Context: an optimization exercise on an open-source flow, tuned for small area, a short achievable clock period and few clock cycles. The choices shown serve that exercise and are no tape-out recipe.
Where RTL was checked, it was by simulation tests only, not by an equivalence proof against the original.
For runs 2 to 5, only the layout was checked, not whether the RTL still works.
Power is estimated from default activity; no workload was simulated.

File: flow/config.mk
export PLATFORM = sky130hd
export DESIGN_NAME = png_unfilter
export DESIGN_NICKNAME = png_unfilter
export VERILOG_FILES = /design/flow/design.v
export SDC_FILE = /design/flow/constraint.sdc
export NUM_CORES = 4
export LEC_CHECK = 0
export CAP_MARGIN = 20
export CORE_MARGIN = 2
export CORE_UTILIZATION = 40
export CTS_CLUSTER_DIAMETER = 120
export CTS_CLUSTER_SIZE = 22
export PLACE_DENSITY = 0.6
export SLEW_MARGIN = 20
File: flow/constraint.sdc
create_clock -name core_clock -period 12.5 [get_ports {clk}]
set_input_delay 2.5000 -clock core_clock [delete_from_list [all_inputs] [get_ports {clk}]]
set_output_delay 2.5000 -clock core_clock [all_outputs]
set_load 0.01 [all_outputs]
File: flow/design.v
module png_unfilter #(
    parameter ROWBUF_BYTES = 64
) (
    input  wire       clk,
    input  wire       rst,             
    input  wire       start,
    input  wire [7:0] cfg_width,
    input  wire [7:0] cfg_height,
    input  wire [2:0] cfg_colortype,
    input  wire [4:0] cfg_bitdepth,
    input  wire       cfg_interlace,
    input  wire       in_valid,
    output wire       in_ready,
    input  wire [7:0] in_data,
    output wire       out_valid,
    input  wire       out_ready,
    output wire [7:0] out_data,
    output wire       out_last,
    output wire       busy,
    output reg        done,
    output reg        fault,
    output reg  [3:0] fault_code
);
    localparam [3:0] FC_CORRUPT_CHUNK = 4'd3;
    localparam [3:0] FC_UNSUPPORTED   = 4'd6;
    reg       busy_r;
    reg       st_check, st_run, st_drain;
    reg       inr;                  
    reg       bad;                  
    reg [7:0] W, H;
    reg       il;
    reg [8:0] cls;                  
    reg [5:0] bsel;                 
    reg [3:0] bppv;                 
    reg [6:0] mask;                 
    reg [2:0] np;                   
    reg       hn;                   
    reg       init;                 
    reg       lir;                  
    reg       lr;                   
    reg       rr1;                  
    reg [6:0] Rr;                   
    reg [7:0] phr;                  
    reg [6:0] idx1;                 
    reg [7:0] row1;                 
    reg       first_row;
    reg       expf;                 
    reg [2:0] filt;
    reg [8:0] Gq;                   
    reg [7:0] Gn_ph;
    reg       Gq1, Gph1;            
    reg       r1, r2;
    reg [8:0] xsel;                 
    reg [5:0] byp;                  
    wire ct_g  = (cfg_colortype == 3'd0) || (cfg_colortype == 3'd3);
    wire d_c1  = (cfg_bitdepth == 5'd1);
    wire d_c2  = (cfg_bitdepth == 5'd2);
    wire d_c4  = (cfg_bitdepth == 5'd4);
    wire d_c8  = (cfg_bitdepth == 5'd8);
    wire d_c16 = (cfg_bitdepth == 5'd16);
    wire [8:0] cls_in;
    assign cls_in[0] = ct_g && d_c1;
    assign cls_in[1] = ct_g && d_c2;
    assign cls_in[2] = ct_g && d_c4;
    assign cls_in[3] = ct_g && d_c8;
    assign cls_in[4] = ((cfg_colortype == 3'd0) && d_c16) || ((cfg_colortype == 3'd4) && d_c8);
    assign cls_in[5] = (cfg_colortype == 3'd2) && d_c8;
    assign cls_in[6] = ((cfg_colortype == 3'd4) && d_c16) || ((cfg_colortype == 3'd6) && d_c8);
    assign cls_in[7] = (cfg_colortype == 3'd2) && d_c16;
    assign cls_in[8] = (cfg_colortype == 3'd6) && d_c16;
    wire w_ok = cls[0] | cls[1] |
                (cls[2] & (W <= 8'd128)) | (cls[3] & (W <= 8'd64)) |
                (cls[4] & (W <= 8'd32))  | (cls[5] & (W <= 8'd21)) |
                (cls[6] & (W <= 8'd16))  | (cls[7] & (W <= 8'd10)) |
                (cls[8] & (W <= 8'd8));
    wire cfg_ok = w_ok && (W != 8'd0) && (H != 8'd0);
    wire [6:0] mask_c = il ? {(W > 8'd0) && (H > 8'd1),
                              (W > 8'd1) && (H > 8'd0),
                              (W > 8'd0) && (H > 8'd2),
                              (W > 8'd2) && (H > 8'd0),
                              (W > 8'd0) && (H > 8'd4),
                              (W > 8'd4) && (H > 8'd0),
                              1'b1}
                           : 7'b0000001;
    wire [6:0] cand = (st_check ? mask_c : mask) & ~((7'd2 << np) - 7'd1);
    reg  [2:0] nxt;
    always @(*) begin
        casez (cand)
            7'b??????1: nxt = 3'd0;
            7'b?????10: nxt = 3'd1;
            7'b????100: nxt = 3'd2;
            7'b???1000: nxt = 3'd3;
            7'b??10000: nxt = 3'd4;
            7'b?100000: nxt = 3'd5;
            default:    nxt = 3'd6;
        endcase
    end
    wire [2:0] gp = np;
    reg  [2:0] ky;
    reg  [1:0] sy;
    always @(*) begin
        if (!il) begin
            ky = 3'd0; sy = 2'd0;
        end else begin
            case (gp)
                3'd0:    begin ky = 3'd7; sy = 2'd3; end
                3'd1:    begin ky = 3'd7; sy = 2'd3; end
                3'd2:    begin ky = 3'd3; sy = 2'd3; end
                3'd3:    begin ky = 3'd3; sy = 2'd2; end
                3'd4:    begin ky = 3'd1; sy = 2'd2; end
                3'd5:    begin ky = 3'd1; sy = 2'd1; end
                default: begin ky = 3'd0; sy = 2'd1; end
            endcase
        end
    end
    wire [1:0] e = cls[0] ? 2'd3 : cls[1] ? 2'd2 : cls[2] ? 2'd1 : 2'd0;
    reg  [5:0] K;
    reg  [2:0] Sh;
    always @(*) begin
        if (!il) begin
            case (e)
                2'd3:    begin K = 6'd7; Sh = 3'd3; end
                2'd2:    begin K = 6'd3; Sh = 3'd2; end
                2'd1:    begin K = 6'd1; Sh = 3'd1; end
                default: begin K = 6'd0; Sh = 3'd0; end
            endcase
        end else begin
            case ({gp, e})
                {3'd0, 2'd0}: begin K = 6'd7;  Sh = 3'd3; end
                {3'd0, 2'd1}: begin K = 6'd15; Sh = 3'd4; end
                {3'd0, 2'd2}: begin K = 6'd31; Sh = 3'd5; end
                {3'd0, 2'd3}: begin K = 6'd63; Sh = 3'd6; end
                {3'd1, 2'd0}: begin K = 6'd3;  Sh = 3'd3; end
                {3'd1, 2'd1}: begin K = 6'd11; Sh = 3'd4; end
                {3'd1, 2'd2}: begin K = 6'd27; Sh = 3'd5; end
                {3'd1, 2'd3}: begin K = 6'd59; Sh = 3'd6; end
                {3'd2, 2'd0}: begin K = 6'd3;  Sh = 3'd2; end
                {3'd2, 2'd1}: begin K = 6'd7;  Sh = 3'd3; end
                {3'd2, 2'd2}: begin K = 6'd15; Sh = 3'd4; end
                {3'd2, 2'd3}: begin K = 6'd31; Sh = 3'd5; end
                {3'd3, 2'd0}: begin K = 6'd1;  Sh = 3'd2; end
                {3'd3, 2'd1}: begin K = 6'd5;  Sh = 3'd3; end
                {3'd3, 2'd2}: begin K = 6'd13; Sh = 3'd4; end
                {3'd3, 2'd3}: begin K = 6'd29; Sh = 3'd5; end
                {3'd4, 2'd0}: begin K = 6'd1;  Sh = 3'd1; end
                {3'd4, 2'd1}: begin K = 6'd3;  Sh = 3'd2; end
                {3'd4, 2'd2}: begin K = 6'd7;  Sh = 3'd3; end
                {3'd4, 2'd3}: begin K = 6'd15; Sh = 3'd4; end
                {3'd5, 2'd0}: begin K = 6'd0;  Sh = 3'd1; end
                {3'd5, 2'd1}: begin K = 6'd2;  Sh = 3'd2; end
                {3'd5, 2'd2}: begin K = 6'd6;  Sh = 3'd3; end
                {3'd5, 2'd3}: begin K = 6'd14; Sh = 3'd4; end
                {3'd6, 2'd1}: begin K = 6'd1;  Sh = 3'd1; end
                {3'd6, 2'd2}: begin K = 6'd3;  Sh = 3'd2; end
                {3'd6, 2'd3}: begin K = 6'd7;  Sh = 3'd3; end
                default:      begin K = 6'd0;  Sh = 3'd0; end
            endcase
        end
    end
    wire [8:0] wsum = {1'b0, W} + {3'd0, K};
    wire [8:0] q    = wsum >> Sh;                            
    wire [8:0] q3   = Gq + ((cls[5] | cls[7]) ? {Gq[7:0], 1'b0} : 9'd0);
    reg  [6:0] geomR;
    always @(*) begin
        case (1'b1)
            cls[4], cls[7]: geomR = {q3[5:0], 1'b0};
            cls[6]:         geomR = {q3[4:0], 2'b00};
            cls[8]:         geomR = {q3[3:0], 3'b000};
            default:        geomR = q3[6:0];
        endcase
    end
    wire geomR1 = Gq1 & (cls[0] | cls[1] | cls[2] | cls[3]);
    wire [8:0] hsum = {1'b0, H} + {6'd0, ky};
    wire [7:0] ph   = hsum >> sy;
    reg        Lv;                  
    reg        v0, v1, v2;          
    reg  [8:0] E0, E1, E2;          
    assign in_ready  = inr;
    assign busy      = busy_r;
    assign out_valid = v0;
    assign out_data  = E0[7:0];
    assign out_last  = E0[8];
    wire fire    = in_valid & inr;
    wire fire_f  = fire & expf;
    wire fire_d  = fire & ~expf;
    wire bad_in  = (in_data > 8'd4);
    wire last_in_row = lir;
    wire final_d = fire_d & lir & lr & ~hn;
    wire stop    = final_d | (fire_f & bad_in);
    wire pop = v0 & out_ready;
    wire v0_n = Lv | v1 | (v0 & ~pop);
    wire v1_n = Lv ? (v1 | (v0 & ~pop)) : (v2 | (v1 & ~pop));
    wire v2_n = Lv ? (v2 | (v1 & ~pop)) : (v2 & ~pop);
    wire space_ok = ~v1_n | (~v2_n & ~fire_d);
    wire drained  = ~v0_n;
    always @(posedge clk) begin
        if (rst) begin
            busy_r     <= 1'b0;
            st_check   <= 1'b0;
            st_run     <= 1'b0;
            st_drain   <= 1'b0;
            inr        <= 1'b0;
            done       <= 1'b0;
            fault      <= 1'b0;
            fault_code <= 4'd0;
            bad        <= 1'b0;
        end else begin
            st_check <= 1'b0;
            if (!busy_r) begin
                if (start) begin
                    busy_r     <= 1'b1;
                    st_check   <= 1'b1;
                    done       <= 1'b0;
                    fault      <= 1'b0;
                    fault_code <= 4'd0;
                    bad        <= 1'b0;
                end
            end else if (st_check) begin
                if (!cfg_ok) begin
                    busy_r     <= 1'b0;
                    fault      <= 1'b1;
                    fault_code <= FC_UNSUPPORTED;
                end else begin
                    st_run <= 1'b1;
                    inr    <= 1'b1;
                end
            end else if (st_run) begin
                inr <= ~stop & space_ok;
                if (stop) begin
                    st_run   <= 1'b0;
                    st_drain <= 1'b1;
                end
                if (fire_f && bad_in)
                    bad <= 1'b1;
            end else if (st_drain) begin
                if (drained) begin
                    st_drain <= 1'b0;
                    busy_r   <= 1'b0;
                    if (bad) begin
                        fault      <= 1'b1;
                        fault_code <= FC_CORRUPT_CHUNK;
                    end else begin
                        done <= 1'b1;
                    end
                end
            end
        end
    end
    always @(posedge clk) begin
        if (!busy_r && start) begin
            W    <= cfg_width;
            H    <= cfg_height;
            il   <= cfg_interlace;
            cls  <= cls_in;
            np   <= 3'd0;
            bsel <= {cls_in[8], cls_in[7], cls_in[6], cls_in[5], cls_in[4],
                     cls_in[0] | cls_in[1] | cls_in[2] | cls_in[3]};
            bppv <= cls_in[8] ? 4'd8 : cls_in[7] ? 4'd6 : cls_in[6] ? 4'd4 :
                    cls_in[5] ? 4'd3 : cls_in[4] ? 4'd2 : 4'd1;
        end
        Gq    <= q;
        Gq1   <= (q == 9'd1);
        Gn_ph <= ph;
        Gph1  <= (ph == 8'd1);
        r1   <= (Rr == 7'd1);
        r2   <= (Rr == 7'd2);
        xsel <= 9'd0;
        case (Rr)
            7'd3:  xsel[0] <= 1'b1;
            7'd4:  xsel[1] <= 1'b1;
            7'd5:  xsel[2] <= 1'b1;
            7'd6:  xsel[3] <= 1'b1;
            7'd7:  xsel[4] <= 1'b1;
            7'd8:  xsel[5] <= 1'b1;
            7'd9:  xsel[6] <= 1'b1;
            7'd10: xsel[7] <= 1'b1;
            default: xsel[8] <= 1'b1;
        endcase
        begin : segsel
            reg [6:0] n;
            reg [4:0] m;
            n = Rr - 7'd11;
            if (n >= 7'd32) begin
                m = n - 7'd22;
                byp[5] <= 1'b0;
            end else begin
                m = n[4:0];
                byp[5] <= 1'b1;
            end
            byp[4:0] <= ~m;
        end
        init <= st_check;
        if (st_check) begin
            mask      <= mask_c;
            np        <= nxt;
            hn        <= |cand;
            idx1      <= 7'd1;
            ge        <= 1'b0;
            expf      <= 1'b1;
        end else begin
            if (fire_f && !bad_in) begin
                filt <= in_data[2:0];
                expf <= 1'b0;
            end
            if (init || (fire_d && lir && lr)) begin
                Rr        <= geomR;
                phr       <= Gn_ph;
                lir       <= geomR1;
                rr1       <= geomR1;
                lr        <= Gph1;
                row1      <= 8'd1;
                first_row <= 1'b1;
                if (!init) begin
                    np <= nxt;
                    hn <= |cand;
                end
            end
            if (fire_d) begin
                if (lir) begin
                    idx1 <= 7'd1;
                    ge   <= 1'b0;
                    expf <= 1'b1;
                    if (!lr) begin
                        row1      <= row1 + 8'd1;
                        lr        <= (row1 + 8'd1 == phr);
                        lir       <= rr1;
                        first_row <= 1'b0;
                    end
                end else begin
                    idx1 <= idx1 + 7'd1;
                    lir  <= (idx1 + 7'd1 == Rr);
                    ge   <= (idx1 >= {3'd0, bppv});
                end
            end
        end
    end
    reg  [7:0] S [0:8];             
    reg  [7:0] ch [0:52];           
    reg  [7:0] Y1, Y2;              
    reg  [7:0] NB;                  
    reg  [7:0] Hb [0:7];            
    wire [7:0] o0 = byp[0] ? S[8] : ch[0];
    wire [7:0] o1 = byp[1] ? o0   : ch[2];
    wire [7:0] o2 = byp[2] ? o1   : ch[6];
    wire [7:0] o3 = byp[3] ? o2   : ch[14];
    wire [7:0] o4 = byp[4] ? o3   : ch[30];
    wire [7:0] o5 = byp[5] ? o4   : ch[52];
    wire [7:0] X = ({8{xsel[0]}} & S[0]) | ({8{xsel[1]}} & S[1]) | ({8{xsel[2]}} & S[2]) |
                   ({8{xsel[3]}} & S[3]) | ({8{xsel[4]}} & S[4]) | ({8{xsel[5]}} & S[5]) |
                   ({8{xsel[6]}} & S[6]) | ({8{xsel[7]}} & S[7]) | ({8{xsel[8]}} & o5);
    wire [7:0] b_i = first_row ? 8'd0 : NB;
    reg        ge;                                   
    reg  [7:0] bL, cL, in_d;
    wire [7:0] c_i = ge ? (Lv ? (bsel[0] ? bL : Hb[1]) : Hb[0]) : 8'd0;
    wire        sgn = (b_i < c_i);
    wire [10:0] c3  = {3'b000, c_i} + {2'b00, c_i, 1'b0};
    wire [10:0] t   = c3 - {2'b00, b_i, 1'b0};
    wire [10:0] w   = c3 - {3'b000, b_i};
    reg        aokL, lastL, sgnL, tn0L, tn1L, wa0L, wa1L;
    reg  [7:0] tL;
    reg  [8:0] wL;
    always @(posedge clk) begin
        in_d  <= in_data;
        bL    <= b_i;
        cL    <= c_i;
        aokL  <= ge;
        lastL <= last_in_row;
        sgnL  <= sgn;
        tn0L  <= t[10];
        tn1L  <= ~t[10] & (|t[9:8]);
        wa0L  <= w[10];
        wa1L  <= |w[10:9];
        tL    <= t[7:0];
        wL    <= w[8:0];
    end
    wire [7:0] a_t = ({8{bsel[0]}} & S[0]) | ({8{bsel[1]}} & S[1]) | ({8{bsel[2]}} & S[2]) |
                     ({8{bsel[3]}} & S[3]) | ({8{bsel[4]}} & S[5]) | ({8{bsel[5]}} & S[7]);
    wire [7:0] a   = aokL ? a_t : 8'd0;
    wire [7:0] ra = in_d + a;
    wire [7:0] rb = in_d + bL;
    wire [7:0] rc = in_d + cL;
    wire [9:0] savg = {2'b00, a} + {2'b00, bL} + {1'b0, in_d, 1'b0};
    wire [7:0] ravg = savg[8:1];
    wire [7:0] aq  = a ^ {8{sgnL}};
    wire [7:0] bq  = bL ^ {8{sgnL}};
    wire [7:0] tq  = tL ^ {8{sgnL}};
    wire [8:0] wq  = wL ^ {9{sgnL}};
    wire       tnv = sgnL ? tn1L : tn0L;
    wire       wal = sgnL ? wa1L : wa0L;
    wire pickA = (aq >= bq) | (~tnv & (aq <= tq));
    wire pickB = wal | ({aq, sgnL} >= wq);
    wire [7:0] paeth = pickA ? ra : (pickB ? rb : rc);
    reg [7:0] recon;
    always @(*) begin
        case (filt)
            3'd1:    recon = ra;
            3'd2:    recon = rb;
            3'd3:    recon = ravg;
            3'd4:    recon = paeth;
            default: recon = in_d;
        endcase
    end
    integer k;
    always @(posedge clk) begin
        if (Lv & (fire_d ? r2 : r1))
            NB <= recon;
        else if (fire_d)
            NB <= Lv ? X : Y1;
        else
            NB <= Lv ? Y1 : (r1 ? S[0] : Y2);
        if (Lv) begin
            S[0] <= recon;
            for (k = 1; k < 9; k = k + 1)
                S[k] <= S[k-1];
            ch[0] <= S[8];
            ch[1] <= o0;
            ch[2] <= ch[1];
            ch[3] <= o1;
            for (k = 4; k < 7; k = k + 1)
                ch[k] <= ch[k-1];
            ch[7] <= o2;
            for (k = 8; k < 15; k = k + 1)
                ch[k] <= ch[k-1];
            ch[15] <= o3;
            for (k = 16; k < 31; k = k + 1)
                ch[k] <= ch[k-1];
            ch[31] <= o4;
            for (k = 32; k < 53; k = k + 1)
                ch[k] <= ch[k-1];
            Y1 <= r2 ? recon : X;
            Y2 <= Y1;
            Hb[0] <= bsel[0] ? bL : Hb[1];
            Hb[1] <= bsel[1] ? bL : Hb[2];
            Hb[2] <= bsel[2] ? bL : Hb[3];
            Hb[3] <= bsel[3] ? bL : Hb[4];
            Hb[4] <= Hb[5];
            Hb[5] <= bsel[4] ? bL : Hb[6];
            Hb[6] <= Hb[7];
            Hb[7] <= bL;
        end
    end
    wire [8:0] newe = {lastL, recon};
    always @(posedge clk) begin
        if (pop ? ~v1 : ~v0)
            E0 <= newe;
        else if (pop)
            E0 <= E1;
        if (pop ? ~v2 : ~v1)
            E1 <= newe;
        else if (pop)
            E1 <= E2;
        if (pop || !v2)
            E2 <= newe;
    end
    always @(posedge clk) begin
        if (rst) begin
            Lv <= 1'b0;
            v0 <= 1'b0;
            v1 <= 1'b0;
            v2 <= 1'b0;
        end else begin
            Lv <= fire_d;
            v0 <= v0_n;
            v1 <= v1_n;
            v2 <= v2_n;
        end
    end
endmodule
File: flow/flow/run.sh
#!/bin/bash
set -e
export SETUP_SLACK_MARGIN=8.8
export BUFFER_PORTS_ARGS="-buffer_cell sky130_fd_sc_hd__buf_4"
bash standard.sh > standard.log 2>&1
File: flow/standard.sh
#!/bin/bash
# synth_recipe.tcl (not shown) runs the flow's synth.tcl, then flattens the netlist and writes it again
# the make line also repeats each setting of config.mk as NAME=value (left out here)
make -C /OpenROAD-flow-scripts/flow DESIGN_CONFIG=/design/flow/config.mk WORK_HOME=/design/flow/orfs CLKGATE_MAP_FILE= SYNTH_SCRIPT=/design/flow/synth_recipe.tcl "${@:-finish}"
==> results of run 1 <==
-- registers in the layout, summed over array words and instances (netlist names), 9 cells and up --
signal and flops:
E1 9, cls 9, E0 9, S 72
xsel 9, Hb 64, wL 9, ch 424
E2 9
-- cell families after synthesis --
logic type / Yosys count / synth area share (%)
adder cells (fa/ha/maj): 135 / 5.52
multiplexers: 130 / 4.48
buffers and inverters: 176 / 2.07
AO/OA/AOI/OAI: 487 / 9.86
XOR/XNOR: 117 / 3.12
AND/OR/NAND/NOR: 465 / 6.87
other: 1 / 0.0114
flip-flops: 787 / 68.1
-- how the worst min path moves through the flow --
stage,to,cells past startpoint
after floorplan,aokL$_DFF_P_,0
after global placement,phr[1]$_DFFE_PP_,0
after detailed placement,phr[1]$_DFFE_PP_,0
after CTS,ch[46][6]$_DFFE_PP_,0
after global routing,phr[6]$_DFFE_PP_,0
final,ch[46][6]$_DFFE_PP_,0
-- area by class of cell --
class                           count  area (um^2)
Timing Repair Buffer              149         1360
Sequential cell                   787        22400
Clock buffer                       72         1150
Inverter                           89          342
Clock inverter                      4         70.1
Fill cell                        7095        44200
Tap cell                         1070         1340
Multi-Input combinational cell   1335        10800
-- stage by stage --
step | setup WS (ns) | hold WS (ns)
after floorplan | 5.08 | 0.329
after global placement | 7.79 | 0.391
after detailed placement | 7.67 | 0.390
after CTS | 8.68 | 0.412
after global routing | 8.50 | 0.412
final | 8.72 | 0.410
-- where the power goes --
part	total (mW)	internal, mW	switching [mW]
sequential	3.01	2.91	0.109
combinational	0.765	0.367	0.398
clock	1.46	0.642	0.822
total	5.24	3.91	1.33
-- cells in the mapped netlist (all sizes together) (13+ instances only) --
| cell | number | area, um^2 |
|---|---|---|
| nor2 | 127 | 477 |
| and2 | 16 | 100 |
| fa | 17 | 340 |
| and3 | 15 | 93.8 |
| ha | 116 | 1450 |
| clkbuf | 69 | 259 |
| nand2 | 123 | 462 |
| or2 | 14 | 87.6 |
| o21a | 20 | 150 |
| a22oi | 48 | 360 |
| mux2 | 94 | 1110 |
| edfxtp | 657 | 19700 |
| nor3 | 32 | 160 |
| o21ai | 84 | 420 |
| nand2b | 21 | 131 |
| a211oi | 33 | 253 |
| dfxtp | 130 | 2600 |
| inv | 87 | 327 |
| buf | 18 | 86.3 |
| nor2b | 21 | 131 |
| a31oi | 16 | 100 |
| a21o | 40 | 300 |
| a21oi | 119 | 596 |
| o211ai | 13 | 97.6 |
| nor4 | 15 | 100 |
| xnor2 | 87 | 762 |
| o22ai | 14 | 87.6 |
| nand3 | 38 | 190 |
| mux2i | 36 | 360 |
| xor2 | 30 | 263 |
-- routing by layer --
layer	global-route usage [%]	share of wire (%)
met4	5.27	3.2
met5	0	0
met2	25.0	45
met1	23.1	46
met3	2.74	5.6
-- repair_timing --
| action | in CTS | in global routing |
|---|---|---|
| pin swaps | 42 | 56 |
| setup buffers | 52 | 26 |
| endpoints found under the setup margin | 75 | 64 |
| gates cloned | 1 | 0 |
| resized for setup | 115 | 108 |
==> flow_metrics.py, run 1 <==
metrics = {
    "run_status": {
        "status": "no timing/DRC/antenna violations",
    },
    "drt": {
        "ant_nets": 0,
        "drcViolationCount": 0,
        "num_vias": 18800,
        "wl_per_cell_um": 19.9,
        "postRouteWirelength_um": 69900,
        "viasPerCell": 5.36,
        "firstDrtPassIters": 8,
        "drt-initial-drc-count": 1588,
    },
    "cts": {
        "clk_latency_ns": 0.62,
        "htree_levels": 2,
        "clock-sinks": 787,
        "cts_buffers": 41,
        "cts_tree": "done",
        "clockBufferDepth": 3,
        "path_clk_slew_ns": 0.10,
        "clockRootBuffer": "clkbuf_16",
        "hold_buffers": 0,
    },
    "floorplan": {
        "coreArea_um2": 81600,
        "io_pins": 56,
        "fp.dieW_um": 290,
        "die_h_um": 290,
        "initial_core_util_pct": 40.2,
        "num_rows": 105,
        "die_area_um2": 84300,
    },
    "min_path": {
        "hold_path_class": "reg2reg",
        "hp-start": "ch[45][6]$_DFFE_PP_",
    },
    "placement": {
        "gp_congestion": 0.876,
        "place_area_um2": 34500,
        "io_buffer_count": 54,
        "dpl.hpwl_um": 46200,
        "place_inst": 3351,
    },
    "grt": {
        "grt_pass1_wl_um": 107000,
        "grt_max_degree": 196,
        "grt_usage_pct": 16.1,
        "grt_pass1_vias": 18300,
        "antenna_found_initial": 0,
        "grt_remaining_overflow": 0,
    },
    "worst_setup_path": {
        "critical_path_class": "reg2out",
        "end_kind": "output pin",
        "crit_family": "flip-flops",
        "path_buf_inv": 1,
        "cp_max_fo": 1,
        "cpPeakStageDelay_ns": 0.49,
        "worstPathCellList": "buf_6",
        "worstReg2RegStart": "cls[6]$_DFFE_PP_",
        "regToRegSetupSlack_ns": 8.72,
        "endpoint": "out_data[2]",
        "start_kind": "flop",
        "cp.required_ns": 10.00,
        "worstSetupPathDepth": 1,
        "reg2reg_depth": 13,
        "cp.arrival_ns": 1.28,
        "cp_slowest_cell": "edfxtp_1",
        "r2r_end": "E0[7]$_DFFE_PP_",
        "cp-startpoint": "E0[2]$_DFFE_PP_",
    },
    "power_and_ir_drop": {
        "p_total_mw": 5.24,
        "p_leak_nw": 13.1,
        "powerDensity_nw_per_um2": 140,
        "worst_ir_drop_vdd_v": 0.0000965,
    },
    "layout": {
        "drive_gt1_share_pct": 19.3,
        "fin_area_um2": 37400,
        "fin_nets": 2574,
        "post-route-util_pct": 45.8,
        "areaGrowthSynthToFinish_pct": 14.0,
        "final_cell_mix": "657 x edfxtp_1, 122 x nor2_1, 120 x dfxtp_1, 120 x buf_4, 118 x nand2_1",
        "diodes": 0,
        "stdcell_count": 3506,
        "final_common_cell": "edfxtp_1",
    },
    "timing": {
        "slew_viol_final": 0,
        "setup_tns_ns": 0,
        "tightest_slew_ns": 1.18,
        "hold_viol_final": 0,
        "setup_viol": 0,
        "finClkSkew_ns": 0.0341,
        "rsz0062_at_grt": "true",
        "slew_headroom_pct": 21.5,
        "timing.fmax_ghz": 0.264,
        "timing.final.crit_share_pct": 30.3,
        "period_needed_ns": 3.78,
    },
    "synthesis": {
        "synth_nets": 2469,
        "synth-seq-cells": 787,
        "synth.distinct_cells": 82,
        "synthArstFlopShare_pct": 0,
        "synth_edf_count": 657,
        "yosysWarnings": 4,
        "syn-mean-instance-area_um2": 14.3,
        "synthCells": 2298,
        "syn-cell-area_um2": 32800,
        "synth_ff_type": "edfxtp_1",
        "synth_seq_area_share_pct": 68.1,
    },
    "job": {
        "maxCapViolCount": 0,
    },
}
Testbench counts, summed over its fixed seeds: cycles 111,622.
==> inputs of run 2 (changes only) <==
--- a/flow/design.v
+++ b/flow/design.v
@@ -176,3 +176,5 @@
     reg        v0, v1, v2;          
-    reg  [8:0] E0, E1, E2;          
+    reg  [8:0] M0, M1, M2;          
+    reg  [1:0] wp, rp;              
+    reg  [8:0] O;                   
     assign in_ready  = inr;
@@ -180,4 +182,4 @@
     assign out_valid = v0;
-    assign out_data  = E0[7:0];
-    assign out_last  = E0[8];
+    assign out_data  = O[7:0];
+    assign out_last  = O[8];
     wire fire    = in_valid & inr;
@@ -355,8 +357,14 @@
     wire        sgn = (b_i < c_i);
-    wire [10:0] c3  = {3'b000, c_i} + {2'b00, c_i, 1'b0};
-    wire [10:0] t   = c3 - {2'b00, b_i, 1'b0};
-    wire [10:0] w   = c3 - {3'b000, b_i};
-    reg        aokL, lastL, sgnL, tn0L, tn1L, wa0L, wa1L;
-    reg  [7:0] tL;
-    reg  [8:0] wL;
+    wire [10:0] cx  = {3'b000, c_i};
+    wire [10:0] cy  = {2'b00, c_i, 1'b0};
+    wire [10:0] tz  = ~{2'b00, b_i, 1'b0};
+    wire [10:0] wz  = ~{3'b000, b_i};
+    wire [10:0] ts  = cx ^ cy ^ tz;
+    wire [10:0] tk  = (cx & cy) | (cx & tz) | (cy & tz);
+    wire [10:0] ws  = cx ^ cy ^ wz;
+    wire [10:0] wk  = (cx & cy) | (cx & wz) | (cy & wz);
+    wire [10:0] t   = ts + {tk[9:0], 1'b1};
+    wire [10:0] w   = ws + {wk[9:0], 1'b1};
+    reg        aokL, lastL, sgnL;
+    reg [10:0] tL, wL;
     always @(posedge clk) begin
@@ -368,8 +376,4 @@
         sgnL  <= sgn;
-        tn0L  <= t[10];
-        tn1L  <= ~t[10] & (|t[9:8]);
-        wa0L  <= w[10];
-        wa1L  <= |w[10:9];
-        tL    <= t[7:0];
-        wL    <= w[8:0];
+        tL    <= t;
+        wL    <= w;
     end
@@ -385,6 +389,6 @@
     wire [7:0] bq  = bL ^ {8{sgnL}};
-    wire [7:0] tq  = tL ^ {8{sgnL}};
-    wire [8:0] wq  = wL ^ {9{sgnL}};
-    wire       tnv = sgnL ? tn1L : tn0L;
-    wire       wal = sgnL ? wa1L : wa0L;
+    wire [7:0] tq  = tL[7:0] ^ {8{sgnL}};
+    wire [8:0] wq  = wL[8:0] ^ {9{sgnL}};
+    wire       tnv = sgnL ? (~tL[10] & (|tL[9:8])) : tL[10];
+    wire       wal = sgnL ? (|wL[10:9]) : wL[10];
     wire pickA = (aq >= bq) | (~tnv & (aq <= tq));
@@ -442,13 +446,17 @@
     wire [8:0] newe = {lastL, recon};
+    wire [1:0] wp1  = (wp == 2'd2) ? 2'd0 : wp + 2'd1;
+    wire [1:0] rp1  = (rp == 2'd2) ? 2'd0 : rp + 2'd1;
+    wire [8:0] m_rp  = (rp  == 2'd0) ? M0 : (rp  == 2'd1) ? M1 : M2;
+    wire [8:0] m_rp1 = (rp1 == 2'd0) ? M0 : (rp1 == 2'd1) ? M1 : M2;
+    wire       new_head = ~(v1 | (v0 & ~pop));    
     always @(posedge clk) begin
-        if (pop ? ~v1 : ~v0)
-            E0 <= newe;
-        else if (pop)
-            E0 <= E1;
-        if (pop ? ~v2 : ~v1)
-            E1 <= newe;
-        else if (pop)
-            E1 <= E2;
-        if (pop || !v2)
-            E2 <= newe;
+        if (Lv) begin
+            if (wp == 2'd0) M0 <= newe;
+            if (wp == 2'd1) M1 <= newe;
+            if (wp == 2'd2) M2 <= newe;
+        end
+        if (new_head)
+            O <= newe;
+        else
+            O <= pop ? m_rp1 : m_rp;
     end
@@ -457,2 +465,4 @@
             Lv <= 1'b0;
+            wp <= 2'd0;
+            rp <= 2'd0;
             v0 <= 1'b0;
@@ -462,2 +472,6 @@
             Lv <= fire_d;
+            if (Lv)
+                wp <= wp1;
+            if (pop)
+                rp <= rp1;
             v0 <= v0_n;
==> run 2 against run 1 <==
Still clean on timing, DRC and antenna. Non-clock buffer count down 8. Die area is 2.2% higher. Hold slack got worse by 0.0066 ns. Critical path type is now reg2reg. Sequential power about the same. Setup slack worse by 0.013 ns. Register-to-register slack about the same. Area after synthesis up 2.3%. Routed wire length up 3.0%. First-iteration DRC count shrank 3.1%. Utilization shrank 0.25 points. Fmax down 0.33%.
==> flow_metrics.py, run 2 <==
metrics = {
    "timing": {
        "slew_headroom_pct": 30.8,
        "timing.fmax_ghz": 0.263,
        "tightest_slew_ns": 1.01,
        "setup_viol": 0,
        "finClkSkew_ns": 0.0320,
        "slew_viol_final": 0,
        "period_needed_ns": 3.80,
        "timing.final.crit_share_pct": 30.4,
        "hold_viol_final": 0,
        "rsz0062_at_grt": "true",
        "setup_tns_ns": 0,
    },
    "cts": {
        "hold_buffers": 0,
        "cts_buffers": 42,
        "htree_levels": 2,
        "clk_latency_ns": 0.61,
        "cts_tree": "done",
        "path_clk_slew_ns": 0.09,
        "clock-sinks": 801,
        "clockBufferDepth": 3,
        "clockRootBuffer": "clkbuf_16",
    },
    "worst_setup_path": {
        "cp.arrival_ns": 4.15,
        "worstSetupPathDepth": 14,
        "end_kind": "flop",
        "path_buf_inv": 2,
        "cp_max_fo": 5,
        "critical_path_class": "reg2reg",
        "reg2reg_depth": 14,
        "start_kind": "flop",
        "crit_family": "compound AO/OA/AOI/OAI gates",
        "worstPathCellList": "buf_12, a22oi_2, a31oi_4, fa_2, ha_4, a21o_1, a41o_1, a21oi_2, xor2_1, o21ai_1, o32ai_2, a311oi_4, buf_6, mux2_4",
        "cp_slowest_cell": "fa_2",
        "cpPeakStageDelay_ns": 0.59,
        "cp.required_ns": 12.85,
    },
    "synthesis": {
        "synthAdderAreaFrac_pct": 6.18,
        "syn-cell-area_um2": 33600,
        "synth_seq_area_share_pct": 67.4,
        "synth.distinct_cells": 85,
        "muxShareOfSynthArea_pct": 4.24,
        "synth-seq-cells": 801,
        "synth_area_leader_cell": "edfxtp_1",
        "synthArstFlopShare_pct": 0,
        "synth_xor_xnor_area_share_pct": 3.08,
        "synth_top_family_by_area": "compound AO/OA/AOI/OAI gates",
        "yosys.area_share.simple_pct": 7.14,
        "synthCells": 2374,
        "synth_edf_count": 657,
        "synth_area_leaders": "edfxtp_1 59%, dfxtp_1 8.6%, ha_1 4.4%",
        "synth_ff_type": "edfxtp_1",
        "post-synth-top-count-cell": "edfxtp_1",
        "yosysWarnings": 4,
        "syn-mean-instance-area_um2": 14.1,
        "ys_top_cells_by_count": "657 x edfxtp_1, 149 x nand2_1, 144 x dfxtp_1",
        "synth_top_area_share_pct": 58.8,
        "synth_compound_area_share_pct": 9.75,
        "synth_nets": 2559,
    },
    "layout": {
        "largest_reg_flops": 424,
        "final_cell_mix": "657 x edfxtp_1, 141 x nand2_1, 135 x dfxtp_1",
        "regArea_um2": 22600,
        "areaGrowthSynthToFinish_pct": 13.1,
        "fillers": 7340,
        "reg_top3": "ch (424), S (72), Hb (64)",
        "top_register": "ch",
        "fin_nets": 2657,
        "drive_gt1_share_pct": 17.9,
        "fin_area_um2": 38000,
        "multiInputGateArea_um2": 11100,
        "final_common_cell": "edfxtp_1",
        "stdcell_count": 3577,
    },
    "placement": {
        "dpl.hpwl_um": 47500,
        "gp_congestion": 0.871,
        "place_area_um2": 35200,
        "io_buffer_count": 54,
        "place_inst": 3432,
    },
    "power_and_ir_drop": {
        "worst_ir_drop_vdd_v": 0.000129,
        "powerDensity_nw_per_um2": 138,
        "p_leak_nw": 13.3,
    },
    "min_path": {
        "hold_path_class": "reg2reg",
        "hold_depth": 0,
    },
    "floorplan": {
        "io_pins": 56,
        "die_h_um": 294,
        "num_rows": 106,
        "initial_core_util_pct": 40.3,
        "coreArea_um2": 83300,
        "die_area_um2": 86200,
        "fp.dieW_um": 294,
    },
    "run_status": {
        "status": "no timing/DRC/antenna violations",
    },
    "drt": {
        "firstDrtPassIters": 5,
        "ant_nets": 0,
        "drcViolationCount": 0,
        "drt-initial-drc-count": 1539,
        "viasPerCell": 5.39,
        "num_vias": 19300,
        "wl_per_cell_um": 20.1,
        "postRouteWirelength_um": 72000,
    },
    "grt": {
        "grt_remaining_overflow": 0,
        "antenna_found_initial": 1,
        "grt_pass1_wl_um": 110000,
        "grt_pass1_vias": 18900,
        "grt_max_degree": 84,
        "grt_usage_pct": 16.3,
    },
    "job": {
        "maxCapViolCount": 0,
    },
}
[run 2: through the flow]
stage	hold slack [ns]	utilization, %	setup slack (ns)	power [mW]
floorplan	0.329	-	5.47	3.53
global placement	0.392	42.3	7.62	3.70
detailed placement	0.391	42.3	7.46	3.72
CTS	0.403	44.6	8.70	5.23
global route	0.413	45.6	8.60	5.45
finish	0.403	45.6	8.70	5.23
[run 2: final timing paths]
check | startpoint | endpoint | slack, ns
setup / recovery | cls[7]$_DFFE_PP_ | Y1[5]$_DFFE_PP_ | 8.70
hold / removal | ch[1][7]$_DFFE_PP_ | ch[2][7]$_DFFE_PP_ | 0.40
setup reg to reg | cls[7]$_DFFE_PP_ | Y1[5]$_DFFE_PP_ | 8.70
hold reg to reg | ch[1][7]$_DFFE_PP_ | ch[2][7]$_DFFE_PP_ | 0.40
[run 2: layer usage]
layer | GRT usage [%] | up-vias | routed length, um
met3 | 2.61 | 103 | 3800
met2 | 25.7 | 486 | 32900
met1 | 23.2 | 9627 | 33300
met4 | 5.10 | 0 | 2010
met5 | 0 | - | 0
li1 | - | 9047 | -
[run 2: cell families (layout without fill, tap and decap cells)]
family,Yosys count,in the layout
flip-flops,801,801
AND/OR/NAND/NOR,498,498
AO/OA/AOI/OAI,490,490
buffers and inverters,192,314
adder cells (fa/ha/maj),148,148
multiplexers,126,126
XOR/XNOR,118,118
other,1,2
[run 2: power breakdown]
group / leakage, nW / total, mW / internal [mW] / switching [mW]
Clock: 0.588 / 1.47 / 0.654 / 0.818
Combinational: 5.61 / 0.723 / 0.343 / 0.380
Sequential: 7.14 / 3.04 / 2.94 / 0.0988
[run 2: layout make-up]
| cell class | count | area share (%) |
|---|---|---|
| Inverter | 104 | 1.07 |
| Tap cell | 1080 | 3.56 |
| Timing Repair Buffer | 141 | 3.31 |
| Timing Repair inverter | 1 | 0.0132 |
| Sequential cell | 801 | 59.6 |
| Multi-Input combinational cell | 1381 | 29.2 |
| Clock buffer | 63 | 3.06 |
| Clock inverter | 5 | 0.171 |
| Antenna cell | 1 | 0.00659 |
[run 2: repair_timing]
| action | CTS | global route |
|---|---|---|
| gates cloned | 1 | 1 |
| endpoints found under the setup margin | 261 | 147 |
| setup buffers | 34 | 39 |
| pin swaps | 21 | 44 |
| gates resized for setup | 74 | 110 |
| hold endpoints to repair | 0 | 0 |
==> inputs of run 3 (changes only) <==
==> flow/flow/run.sh (replaced) <==
#!/bin/bash
set -e
export SETUP_SLACK_MARGIN=8.5
export BUFFER_PORTS_ARGS="-buffer_cell sky130_fd_sc_hd__buf_4"
bash standard.sh > standard.log 2>&1
==> run 3 against run 2 <==
Sequential share of layout area up 1.3 points. Non-clock buffer count decreased by 33. Sequential power barely moved. Utilization decreased by 0.98 points. Fmax down 3.6%. Critical path type unchanged. Cell area down 2.1%. Still clean on timing, DRC and antenna.
==> flow_metrics.py, run 3 <==
metrics = {
    "run_status": {
        "status": "no timing/DRC/antenna violations",
    },
    "layout": {
        "multiInputGateArea_um2": 10700,
        "final_cell_mix": "657 x edfxtp_1, 145 x nand2_1, 139 x dfxtp_1",
        "diodes": 0,
        "final_common_cell": "edfxtp_1",
        "top_register": "ch",
        "fin_nets": 2623,
        "drive_gt1_share_pct": 13.9,
        "reg_top3": "ch (424), S (72), Hb (64)",
        "fillers": 7411,
        "largest_reg_flops": 424,
        "stdcell_count": 3542,
        "fin_area_um2": 37200,
        "regArea_um2": 22600,
        "areaGrowthSynthToFinish_pct": 10.7,
    },
    "synthesis": {
        "synthAdderAreaFrac_pct": 6.18,
        "syn-mean-instance-area_um2": 14.1,
        "synth_top_area_share_pct": 58.8,
        "yosys.area_share.simple_pct": 7.14,
        "ys_top_cells_by_count": "657 x edfxtp_1, 149 x nand2_1, 144 x dfxtp_1",
        "synth.distinct_cells": 85,
        "muxShareOfSynthArea_pct": 4.24,
        "synth_top_family_by_area": "compound AO/OA/AOI/OAI gates",
        "yosysWarnings": 4,
        "synth_compound_area_share_pct": 9.75,
        "synth_area_leader_cell": "edfxtp_1",
        "synth_nets": 2559,
        "syn-cell-area_um2": 33600,
        "synth_ff_type": "edfxtp_1",
        "synth_seq_area_share_pct": 67.4,
        "synth_area_leaders": "edfxtp_1 59%, dfxtp_1 8.6%, ha_1 4.4%",
        "synth_xor_xnor_area_share_pct": 3.08,
        "post-synth-top-count-cell": "edfxtp_1",
        "synth_edf_count": 657,
        "synth-seq-cells": 801,
        "synthCells": 2374,
        "synthArstFlopShare_pct": 0,
    },
    "drt": {
        "drcViolationCount": 0,
        "ant_nets": 0,
        "wl_per_cell_um": 20.3,
        "num_vias": 19100,
        "firstDrtPassIters": 8,
        "drt-initial-drc-count": 1620,
        "postRouteWirelength_um": 71900,
        "viasPerCell": 5.40,
    },
    "worst_setup_path": {
        "regToRegSetupSlack_ns": 8.56,
        "r2r_end": "Y1[5]$_DFFE_PP_",
        "cp.required_ns": 12.87,
        "critical_path_class": "reg2reg",
        "start_kind": "flop",
        "end_kind": "flop",
        "endpoint": "Y1[5]$_DFFE_PP_",
        "cp_max_fo": 7,
        "reg2reg_depth": 13,
        "cp.arrival_ns": 4.30,
        "worstReg2RegStart": "cls[8]$_DFFE_PP_",
        "cp-startpoint": "cls[8]$_DFFE_PP_",
    },
    "cts": {
        "clock-sinks": 801,
        "clockBufferDepth": 3,
        "hold_buffers": 0,
        "clockRootBuffer": "clkbuf_16",
        "cts_buffers": 42,
        "path_clk_slew_ns": 0.09,
        "clk_latency_ns": 0.62,
        "htree_levels": 2,
        "cts_tree": "done",
    },
    "grt": {
        "grt_pass1_wl_um": 111000,
        "grt_pass1_vias": 18900,
        "antenna_found_initial": 2,
        "grt_usage_pct": 16.5,
        "grt_remaining_overflow": 0,
        "grt_max_degree": 227,
    },
    "floorplan": {
        "num_rows": 106,
        "die_h_um": 294,
        "die_area_um2": 86200,
        "initial_core_util_pct": 40.3,
        "io_pins": 56,
        "fp.dieW_um": 294,
        "coreArea_um2": 83300,
    },
    "timing": {
        "slew_viol_final": 0,
        "slew_headroom_pct": 27.2,
        "setup_tns_ns": 0,
        "finClkSkew_ns": 0.0269,
        "period_needed_ns": 3.94,
        "rsz0062_at_grt": "true",
        "hold_viol_final": 0,
        "timing.final.crit_share_pct": 31.5,
        "post-route-worst-setup-slack_ns": 8.56,
        "setup_viol": 0,
        "timing.fmax_ghz": 0.254,
        "tightest_slew_ns": 1.08,
    },
    "power_and_ir_drop": {
        "powerDensity_nw_per_um2": 140,
        "worst_ir_drop_vdd_v": 0.0000898,
        "p_leak_nw": 13.1,
    },
    "min_path": {
        "hp-start": "ch[32][4]$_DFFE_PP_",
        "hold_path_class": "reg2reg",
    },
    "job": {
        "maxCapViolCount": 0,
    },
    "placement": {
        "dp_worst_setup_slack_ns": 7.47,
        "place_inst": 3435,
        "place_area_um2": 35200,
        "io_buffer_count": 54,
        "gp_congestion": 0.851,
        "dpl.hpwl_um": 48500,
    },
}
## run 3: cell types whose count changed in the layout (fill, tap and decap cells not counted), moves of 5 or more
cell,change
a21oi_2,-11
a22oi_1,+6
a21oi_1,+11
a22oi_2,-6
buf_4,-13
dfxtp_4,-5
inv_1,+6
buf_6,-16
## run 3: logic make-up (layout without fill, tap and decap cells)
group / after synthesis / count (layout)
buffers and inverters: 192 / 280
AO/OA/AOI/OAI: 490 / 490
multiplexers: 126 / 126
other: 1 / 1
adder cells (fa/ha/maj): 148 / 148
AND/OR/NAND/NOR: 498 / 498
XOR/XNOR: 118 / 118
flip-flops: 801 / 801
## run 3: final cells by class
| type | count | area share (%) |
|---|---|---|
| Sequential cell | 801 | 60.9 |
| Multi-Input combinational cell | 1381 | 28.7 |
| Tap cell | 1080 | 3.64 |
| Clock buffer | 63 | 3.04 |
| Timing Repair Buffer | 108 | 2.46 |
| Inverter | 104 | 1.05 |
| Clock inverter | 5 | 0.192 |
## run 3: critical path: stages, from the launching register on
cell	delay, ns
edfxtp_1	0.44
buf_12	0.18
a22oi_1	0.25
a31oi_4	0.18
fa_1	0.52
ha_1	0.31
a21o_1	0.20
a41o_1	0.25
a21oi_2	0.22
xor2_1	0.22
o21ai_0	0.13
o32ai_2	0.36
a311oi_4	0.10
mux2_4	0.32
## run 3: worst min path at each step
stage / end / slack, ns / depth (start not counted)
2_1_floorplan: aokL$_DFF_P_ / 0.33 / 0
3_3_place_gp: phr[0]$_DFFE_PP_ / 0.39 / 0
3_5_place_dp: phr[0]$_DFFE_PP_ / 0.39 / 0
4_1_cts: ch[33][4]$_DFFE_PP_ / 0.40 / 0
5_1_grt: ch[33][4]$_DFFE_PP_ / 0.42 / 0
6_report: ch[33][4]$_DFFE_PP_ / 0.41 / 0
## run 3: per-layer routing
metal | GRT usage, % | vias up | routed length [um]
li1 | - | 8974 | -
met1 | 23.6 | 9537 | 33600
met2 | 26.1 | 498 | 32900
met3 | 2.35 | 103 | 3610
met4 | 4.90 | 0 | 1830
met5 | 0.0567 | - | 0
## run 3: through the flow
stage                     util, %  power, mW  hold slack [ns]
after floorplan                 -       3.53            0.329
after global placement       42.3       3.71            0.393
after detailed placement     42.3       3.73            0.395
after CTS                    44.1       5.22            0.404
after global routing         44.6       5.42            0.424
final                        44.6       5.20            0.406
## run 3: repair_timing
action | 4_1_cts | 5_1_grt
pin swaps | 4 | 16
gates resized for setup | 27 | 54
buffers inserted | 23 | 15
gates cloned | 0 | 0
setup endpoints to repair | 78 | 62
## run 3: power by group
group	internal, mW	total, mW	switching, mW
clock network	0.638	1.47	0.832
logic	0.320	0.688	0.368
registers	2.94	3.04	0.0999
total	3.90	5.20	1.30
==> inputs of run 4 (changes only) <==
--- a/flow/design.v
+++ b/flow/design.v
@@ -357,13 +357,8 @@
     wire        sgn = (b_i < c_i);
-    wire [10:0] cx  = {3'b000, c_i};
-    wire [10:0] cy  = {2'b00, c_i, 1'b0};
-    wire [10:0] tz  = ~{2'b00, b_i, 1'b0};
-    wire [10:0] wz  = ~{3'b000, b_i};
-    wire [10:0] ts  = cx ^ cy ^ tz;
-    wire [10:0] tk  = (cx & cy) | (cx & tz) | (cy & tz);
-    wire [10:0] ws  = cx ^ cy ^ wz;
-    wire [10:0] wk  = (cx & cy) | (cx & wz) | (cy & wz);
-    wire [10:0] t   = ts + {tk[9:0], 1'b1};
-    wire [10:0] w   = ws + {wk[9:0], 1'b1};
+    wire [10:0] c3  = {3'b000, c_i} + {2'b00, c_i, 1'b0};
+    wire [10:0] t   = c3 - {2'b00, b_i, 1'b0};
+    wire [10:0] w   = c3 - {3'b000, b_i};
     reg        aokL, lastL, sgnL;
+    reg        aokn;                
+    reg  [7:0] A;                   
     reg [10:0] tL, wL;
@@ -374,2 +369,3 @@
         aokL  <= ge;
+        aokn  <= ~lir & (idx1 >= {3'd0, bppv});
         lastL <= last_in_row;
@@ -379,5 +375,5 @@
     end
-    wire [7:0] a_t = ({8{bsel[0]}} & S[0]) | ({8{bsel[1]}} & S[1]) | ({8{bsel[2]}} & S[2]) |
-                     ({8{bsel[3]}} & S[3]) | ({8{bsel[4]}} & S[5]) | ({8{bsel[5]}} & S[7]);
-    wire [7:0] a   = aokL ? a_t : 8'd0;
+    wire [7:0] a   = A;
+    wire [7:0] a_n = ({8{bsel[1]}} & S[0]) | ({8{bsel[2]}} & S[1]) |
+                     ({8{bsel[3]}} & S[2]) | ({8{bsel[4]}} & S[4]) | ({8{bsel[5]}} & S[6]);
     wire [7:0] ra = in_d + a;
@@ -414,2 +410,6 @@
             NB <= Lv ? Y1 : (r1 ? S[0] : Y2);
+        if (st_check)
+            A <= 8'd0;
+        else if (Lv)
+            A <= aokn ? (bsel[0] ? recon : a_n) : 8'd0;
         if (Lv) begin
==> flow/flow/run.sh (replaced) <==
#!/bin/bash
set -e
export SETUP_SLACK_MARGIN=9.1
export BUFFER_PORTS_ARGS="-buffer_cell sky130_fd_sc_hd__buf_4"
bash standard.sh > standard.log 2>&1
==> run 4 against run 3 <==
Synthesized cell count is 3.4% higher. First-iteration DRC count is 5.3% higher. Hold slack better by 0.0021 ns. Total power is 3.0% higher. Clock skew is 0.025 ns higher. Combinational power is 15% higher. Largest cell class unchanged. Die area is 0.49% higher. Register-to-register slack better by 0.21 ns. Setup slack better by 0.21 ns.
==> flow_metrics.py, run 4 <==
metrics = {
    "run_status": {
        "status": "no timing/DRC/antenna violations",
    },
    "worst_setup_path": {
        "path_buf_inv": 3,
        "cp_max_fo": 5,
        "r2r_end": "Gq1$_DFF_P_",
        "regToRegSetupSlack_ns": 8.77,
        "start_kind": "flop",
        "cp.required_ns": 13.03,
        "cp.arrival_ns": 4.25,
        "end_kind": "flop",
        "worstReg2RegStart": "cls[1]$_DFFE_PP_",
        "critical_path_class": "reg2reg",
        "worstPathCellList": "nor2b_4, or2_4, inv_4, ha_4, a22o_1, a21oi_2, ha_2, inv_2, fa_2, inv_2, a21oi_4, o31ai_4, a311oi_4, o21a_1, o311a_1, a21oi_2, o211ai_1, nor4_2",
        "cp_slowest_cell": "edfxtp_1",
        "reg2reg_depth": 18,
        "crit_family": "compound AO/OA/AOI/OAI gates",
        "cpPeakStageDelay_ns": 0.48,
    },
    "job": {
        "maxCapViolCount": 0,
    },
    "power_and_ir_drop": {
        "worst_ir_drop_vdd_v": 0.000154,
        "p_total_mw": 5.35,
        "p_leak_nw": 13.4,
        "powerDensity_nw_per_um2": 139,
    },
    "timing": {
        "slew_viol_final": 0,
        "tightest_slew_ns": 1.03,
        "hold_viol_final": 0,
        "timing.final.crit_share_pct": 29.8,
        "setup_viol": 0,
        "setup_tns_ns": 0,
        "timing.fmax_ghz": 0.268,
        "hold_ws_ns": 0.408,
        "slew_headroom_pct": 31.0,
        "finClkSkew_ns": 0.0519,
        "rsz0062_at_grt": "true",
        "period_needed_ns": 3.73,
    },
    "drt": {
        "firstDrtPassIters": 8,
        "drt-initial-drc-count": 1706,
        "postRouteWirelength_um": 72100,
        "drcViolationCount": 0,
        "wl_per_cell_um": 19.7,
        "ant_nets": 0,
        "num_vias": 20000,
        "viasPerCell": 5.47,
    },
    "grt": {
        "grt_remaining_overflow": 0,
        "antenna_found_initial": 0,
        "grt_pass1_wl_um": 110000,
        "grt_usage_pct": 16.2,
        "grt_max_degree": 225,
        "grt_pass1_vias": 19200,
    },
    "synthesis": {
        "synth_area_leader_cell": "edfxtp_1",
        "synth_nets": 2623,
        "post-synth-top-count-cell": "edfxtp_1",
        "synthCells": 2454,
        "syn-cell-area_um2": 33700,
        "ys_top_cells_by_count": "657 x edfxtp_1, 182 x nand2_1, 158 x nor2_1",
        "synth_ff_type": "edfxtp_1",
        "synth_seq_area_share_pct": 67.5,
        "synth_area_leaders": "edfxtp_1 59%, dfxtp_1 9.0%, ha_1 4.2%",
        "synth_edf_count": 657,
        "synth.distinct_cells": 88,
        "synthArstFlopShare_pct": 0,
        "synth_top_area_share_pct": 58.5,
        "synth-seq-cells": 809,
        "syn-mean-instance-area_um2": 13.7,
        "yosysWarnings": 4,
    },
    "placement": {
        "io_buffer_count": 54,
        "gp_congestion": 0.871,
        "dpl.hpwl_um": 46700,
        "place_area_um2": 35600,
    },
    "floorplan": {
        "die_h_um": 294,
        "coreArea_um2": 83600,
        "initial_core_util_pct": 40.4,
        "num_rows": 106,
        "io_pins": 56,
        "die_area_um2": 86600,
        "fp.dieW_um": 294,
    },
    "layout": {
        "largest_reg_flops": 424,
        "diodes": 0,
        "areaGrowthSynthToFinish_pct": 13.8,
        "final_cell_mix": "657 x edfxtp_1, 172 x nand2_1, 146 x nor2_1",
        "fin_area_um2": 38400,
        "top_register": "ch",
        "final_common_cell": "edfxtp_1",
        "reg_top3": "ch (424), S (72), Hb (64)",
        "fin_nets": 2721,
        "drive_gt1_share_pct": 19.4,
    },
    "cts": {
        "cts_buffers": 43,
        "htree_levels": 2,
        "clk_latency_ns": 0.62,
        "clockRootBuffer": "clkbuf_16",
        "clock-sinks": 809,
        "cts_tree": "done",
        "clockBufferDepth": 3,
        "hold_buffers": 0,
        "path_clk_slew_ns": 0.10,
    },
    "min_path": {
        "hold_path_class": "reg2reg",
        "hp-start": "Gn_ph[5]$_DFF_P_",
        "hold_depth": 0,
        "worst_hold_path.endpoint": "phr[5]$_DFFE_PP_",
    },
}
## run 4: cell count changes in the layout (fill, tap and decap cells not counted), moves of 15 or more
cell,change
nand2_1,+27
dfxtp_1,-23
buf_6,+20
a21oi_2,+19
dfxtp_2,+19
a211oi_1,-16
fa_1,-16
nor2_1,+16
a21oi_1,-15
o211ai_1,+15
o21ai_1,+15
## run 4: timing repair
action	in CTS	in global routing
endpoints found under the setup margin	362	201
gates resized for setup	114	91
gates cloned	3	1
buffers inserted	36	39
pin swaps	35	64
hold endpoints to repair	0	0
## run 4: routing by layer
metal  part of all wire (%)  track usage (%)  up-vias
met5                      0                0        -
met4                    2.9             5.14        0
met3                    4.3             1.73      116
met2                     47             26.0      511
met1                     46             23.2    10000
li1                       -                -     9347
## run 4: where the power goes
part	leakage [nW]	internal, mW	switching (mW)
sequential	7.22	2.97	0.103
clock	0.587	0.656	0.831
combinational	5.59	0.354	0.434
total	13.4	3.98	1.37
## run 4: area by class of cell
cell class	count	area [um^2]
timing repair inverter	1	7.51
clock buffer	59	1160
sequential	809	22800
tap	1080	1350
timing repair buffer	143	1370
clock inverter	6	58.8
inverter	101	393
multi-input combinational	1453	11200
fill	7398	45200
## run 4: worst max-delay path by stage
| stage | depth (start not counted) | from | end |
|---|---|---|---|
| 2_1_floorplan | 19 | Lv$_SDFF_PP0_ | tL[10]$_DFF_P_ |
| 3_3_place_gp | 6 | in_data[7] | filt[0]$_DFFE_PP_ |
| 3_5_place_dp | 12 | sgnL$_DFF_P_ | M0[7]$_DFFE_PP_ |
| 4_1_cts | 18 | cls[1]$_DFFE_PP_ | Gq1$_DFF_P_ |
| 5_1_grt | 18 | cls[1]$_DFFE_PP_ | Gq1$_DFF_P_ |
| 6_report | 18 | cls[1]$_DFFE_PP_ | Gq1$_DFF_P_ |
## run 4: kinds of logic after synthesis
kind of cell,after synthesis,share of synthesized area (%)
DFF,809,67.5
and+or+nand+nor,592,8.39
AOI/OAI and AO/OA,505,10.0
buffers and inverters,192,2.19
adders and majority gates,133,5.30
xor gates and xnor gates,114,2.96
muxes,108,3.59
other,1,0.0111
## run 4: metrics by stage
stage	setup slack (ns)	instances	utilization [%]
finish	8.77	3652	45.9
floorplan	5.47	2454	-
detailed placement	7.92	3508	42.6
CTS	8.71	3612	45.0
global route	8.58	3652	45.9
global placement	7.98	3508	42.6
==> inputs of run 5 (changes only) <==
==> flow/flow/run.sh (replaced) <==
#!/bin/bash
set -e
export SETUP_SLACK_MARGIN=8.8
export BUFFER_PORTS_ARGS="-buffer_cell sky130_fd_sc_hd__buf_4"
bash standard.sh > standard.log 2>&1
==> run 5 against run 4 <==
Critical path depth grew 1. Synthesized cell count is the same. First-iteration DRC count shrank 7.6%. Fmax shrank 4.4%. Cell count shrank 1.0%. Clock power is essentially flat. Total power shrank 0.78%. Routed wire length shrank 1.5%. Global-route usage shrank 0.097 points. Cell area shrank 2.5%. Hold slack lost 0.0064 ns. Largest cell class unchanged. Highest routed layer unchanged.
==> flow_metrics.py, run 5 <==
metrics = {
    "worst_setup_path": {
        "start_kind": "flop",
        "worstSetupPathDepth": 19,
        "critical_path_class": "reg2reg",
        "cp_slowest_cell": "edfxtp_1",
        "cp_max_fo": 6,
        "end_kind": "flop",
        "regToRegSetupSlack_ns": 8.61,
        "cpPeakStageDelay_ns": 0.51,
        "r2r_end": "Gq1$_DFF_P_",
        "cp.arrival_ns": 4.42,
        "worstReg2RegStart": "cls[1]$_DFFE_PP_",
        "worstPathCellList": "nor2b_4, or2_4, inv_2, ha_4, buf_4, a22o_1, a21oi_2, ha_2, inv_1, fa_2, inv_2, a21oi_4, o31ai_4, a311oi_4, nor3_4, o31ai_2, a221oi_2, nand4_1, nor4_2",
        "crit_top_cell": "inv_2",
        "crit_family": "compound AO/OA/AOI/OAI gates",
        "reg2reg_depth": 19,
        "cp.required_ns": 13.02,
        "path_buf_inv": 4,
    },
    "synthesis": {
        "synth.distinct_cells": 88,
        "synth_seq_area_share_pct": 67.5,
        "synth_nets": 2623,
        "synth_xor_xnor_area_share_pct": 2.96,
        "ys_top_cells_by_count": "657 x edfxtp_1, 182 x nand2_1, 158 x nor2_1",
        "synth_area_leader_cell": "edfxtp_1",
        "muxShareOfSynthArea_pct": 3.59,
        "synth_top_family_by_area": "compound AO/OA/AOI/OAI gates",
        "synthCells": 2454,
        "post-synth-top-count-cell": "edfxtp_1",
        "synth_edf_count": 657,
        "synthArstFlopShare_pct": 0,
        "synth_ff_type": "edfxtp_1",
        "synth_area_leaders": "edfxtp_1 59%, dfxtp_1 9.0%, ha_1 4.2%",
        "yosys.area_share.simple_pct": 8.39,
        "syn-mean-instance-area_um2": 13.7,
        "synth_compound_area_share_pct": 10.0,
        "synth-seq-cells": 809,
        "syn-cell-area_um2": 33700,
        "synthAdderAreaFrac_pct": 5.30,
        "synth_top_area_share_pct": 58.5,
        "yosysWarnings": 4,
    },
    "cts": {
        "cts_buffers": 43,
        "path_clk_slew_ns": 0.09,
        "clockRootBuffer": "clkbuf_16",
        "clk_latency_ns": 0.62,
        "clock-sinks": 809,
        "cts_tree": "done",
        "htree_levels": 2,
        "hold_buffers": 0,
        "clockBufferDepth": 3,
    },
    "timing": {
        "rsz0062_at_grt": "true",
        "setup_tns_ns": 0,
        "slew_viol_final": 0,
        "setup_viol": 0,
        "period_needed_ns": 3.89,
        "finClkSkew_ns": 0.0521,
        "hold_viol_final": 0,
        "timing.final.crit_share_pct": 31.2,
        "tightest_slew_ns": 1.12,
        "post-route-worst-setup-slack_ns": 8.61,
        "slew_headroom_pct": 25.7,
        "hold_ws_ns": 0.402,
        "timing.fmax_ghz": 0.257,
    },
    "power_and_ir_drop": {
        "p_clk_share_pct": 27.9,
        "p_sw_mw": 1.35,
        "p_total_mw": 5.31,
        "worst_ir_drop_vdd_v": 0.000111,
        "powerDensity_nw_per_um2": 142,
        "switching_share_pct": 25.5,
        "p_int_mw": 3.96,
        "p_leak_nw": 13.1,
        "seqPwrFrac_pct": 57.9,
        "p_comb_share_pct": 14.2,
    },
    "layout": {
        "diodes": 0,
        "areaGrowthSynthToFinish_pct": 11.0,
        "largest_reg_flops": 424,
        "reg_top3": "ch (424), S (72), Hb (64)",
        "top_register": "ch",
        "final_common_cell": "edfxtp_1",
        "final_cell_mix": "657 x edfxtp_1, 177 x nand2_1, 150 x nor2_1",
        "drive_gt1_share_pct": 14.9,
        "stdcell_count": 3615,
        "fin_nets": 2686,
    },
    "run_status": {
        "status": "no timing/DRC/antenna violations",
    },
    "drt": {
        "drt-initial-drc-count": 1577,
        "num_vias": 19600,
        "postRouteWirelength_um": 71000,
        "viasPerCell": 5.42,
        "drcViolationCount": 0,
        "ant_nets": 0,
        "wl_per_cell_um": 19.6,
        "firstDrtPassIters": 6,
    },
    "grt": {
        "grtUsageMet3_pct": 2.18,
        "grt_pass1_vias": 19300,
        "grt_pass1_wl_um": 110000,
        "grt_remaining_overflow": 0,
        "busiest_layer": "met2",
        "antenna_found_initial": 0,
        "grt_usage_pct": 16.1,
        "use_met2_pct": 25.5,
        "grt.met1_usage_pct": 22.9,
        "grt_max_degree": 213,
    },
    "placement": {
        "dp_worst_setup_slack_ns": 7.90,
        "dpl.hpwl_um": 47100,
        "place_inst": 3508,
        "gp_congestion": 0.891,
        "io_buffer_count": 54,
    },
    "floorplan": {
        "die_h_um": 294,
        "io_pins": 56,
        "initial_core_util_pct": 40.4,
        "num_rows": 106,
        "fp.dieW_um": 294,
        "die_area_um2": 86600,
        "coreArea_um2": 83600,
    },
    "min_path": {
        "hold_depth": 0,
        "hold_path_class": "reg2reg",
        "hp-start": "ch[36][5]$_DFFE_PP_",
        "worst_hold_path.endpoint": "ch[37][5]$_DFFE_PP_",
    },
    "job": {
        "maxCapViolCount": 0,
    },
}
## run 5: cell counts after synthesis
No cell type changed its count.
## run 5: final cells by class
cell class	count	area (um^2)
Clock inverter	6	82.6
Sequential cell	809	22800
Multi-Input combinational cell	1453	10700
Clock buffer	57	1130
Timing Repair Buffer	109	948
Inverter	101	387
Tap cell	1080	1350
Fill cell	7409	46100
## run 5: what timing repair did
item	CTS	global route
gates resized for setup	49	45
buffers inserted	24	18
gates cloned	0	1
endpoints found under the setup margin	91	105
pin swaps	16	22
## run 5: how the worst max path moves through the flow
stage	startpoint	endpoint	slack, ns
finish	cls[1]$_DFFE_PP_	Gq1$_DFF_P_	8.61
global route	cls[2]$_DFFE_PP_	Gq1$_DFF_P_	8.37
floorplan	Lv$_SDFF_PP0_	tL[10]$_DFF_P_	5.47
CTS	cls[2]$_DFFE_PP_	Gq1$_DFF_P_	8.63
global placement	in_data[7]	filt[0]$_DFFE_PP_	7.99
detailed placement	sgnL$_DFF_P_	M1[7]$_DFFE_PP_	7.90
## run 5: power groups by stage
stage | clock, mW | sequential [mW] | combinational (mW)
finish | 1.48 | 3.07 | 0.752
global placement | 0 | 3.14 | 0.662
global route | 1.63 | 3.09 | 0.831
CTS | 1.55 | 3.08 | 0.710
floorplan | 0 | 3.07 | 0.553
detailed placement | 0 | 3.14 | 0.676
## run 5: cell families after synthesis
| kind of cell | count (synthesis) |
|---|---|
| multiplexers | 108 |
| XOR/XNOR | 114 |
| adder cells (fa/ha/maj) | 133 |
| other | 1 |
| buffers and inverters | 192 |
| AO/OA/AOI/OAI | 505 |
| AND/OR/NAND/NOR | 592 |
| flip-flops | 809 |
## run 5: per-layer routing
layer  up-vias  wire length, um  part of all wire [%]
li1       9263                -                     -
met1      9757            32900                    46
met2       488            32800                    46
met3       100             3360                   4.7
met4         0             1950                   2.8
met5         -                0                     0
## run 5: metrics by stage
| stage | utilization [%] | instance area [um^2] |
|---|---|---|
| floorplan | - | 34000 |
| CTS | 44.4 | 37100 |
| detailed placement | 42.5 | 35500 |
| finish | 44.8 | 37400 |
| global route | 44.8 | 37400 |
| global placement | 42.5 | 35500 |

-- re-timing with driven ports --
The flow's constraints put no driver on any port. The routed layouts listed below were extracted and timed again, unchanged, in two steps.
Step 1, drivers: a clkbuf_16 drives clk and a buf_2 each remaining input, both assumed.
Step 2 also shifts input and output timing later by t, the mid clock arrival at the registers, as if the neighbouring blocks saw the same clock.
Three values: ideal, step 1, step 2; two values: the first two.
| run | shift t [ns] | slack for setup (ns) | latest minus earliest clock arrival (ns) | worst register clock-pin slew, ns |
|---|---|---|---|---|
| run 1 | 0.666 | 8.717 / 8.650 / 8.180 | 0.039 / 0.038 | 0.10 / 0.10 |
| run 2 | 0.660 | 8.704 / 8.704 / 8.287 | 0.033 / 0.032 | 0.10 / 0.10 |
| run 3 | 0.675 | 8.564 / 8.564 / 7.974 | 0.039 / 0.040 | 0.10 / 0.10 |
| run 4 | 0.661 | 8.775 / 8.751 / 8.416 | 0.052 / 0.052 | 0.10 / 0.10 |
| run 5 | 0.662 | 8.605 / 8.605 / 8.297 | 0.053 / 0.052 | 0.10 / 0.10 |
After both steps setup and hold are still met in every run listed. The setup slack of run 3, which loses most, moves by 0.000 ns with the drivers and by -0.590 ns with both steps.
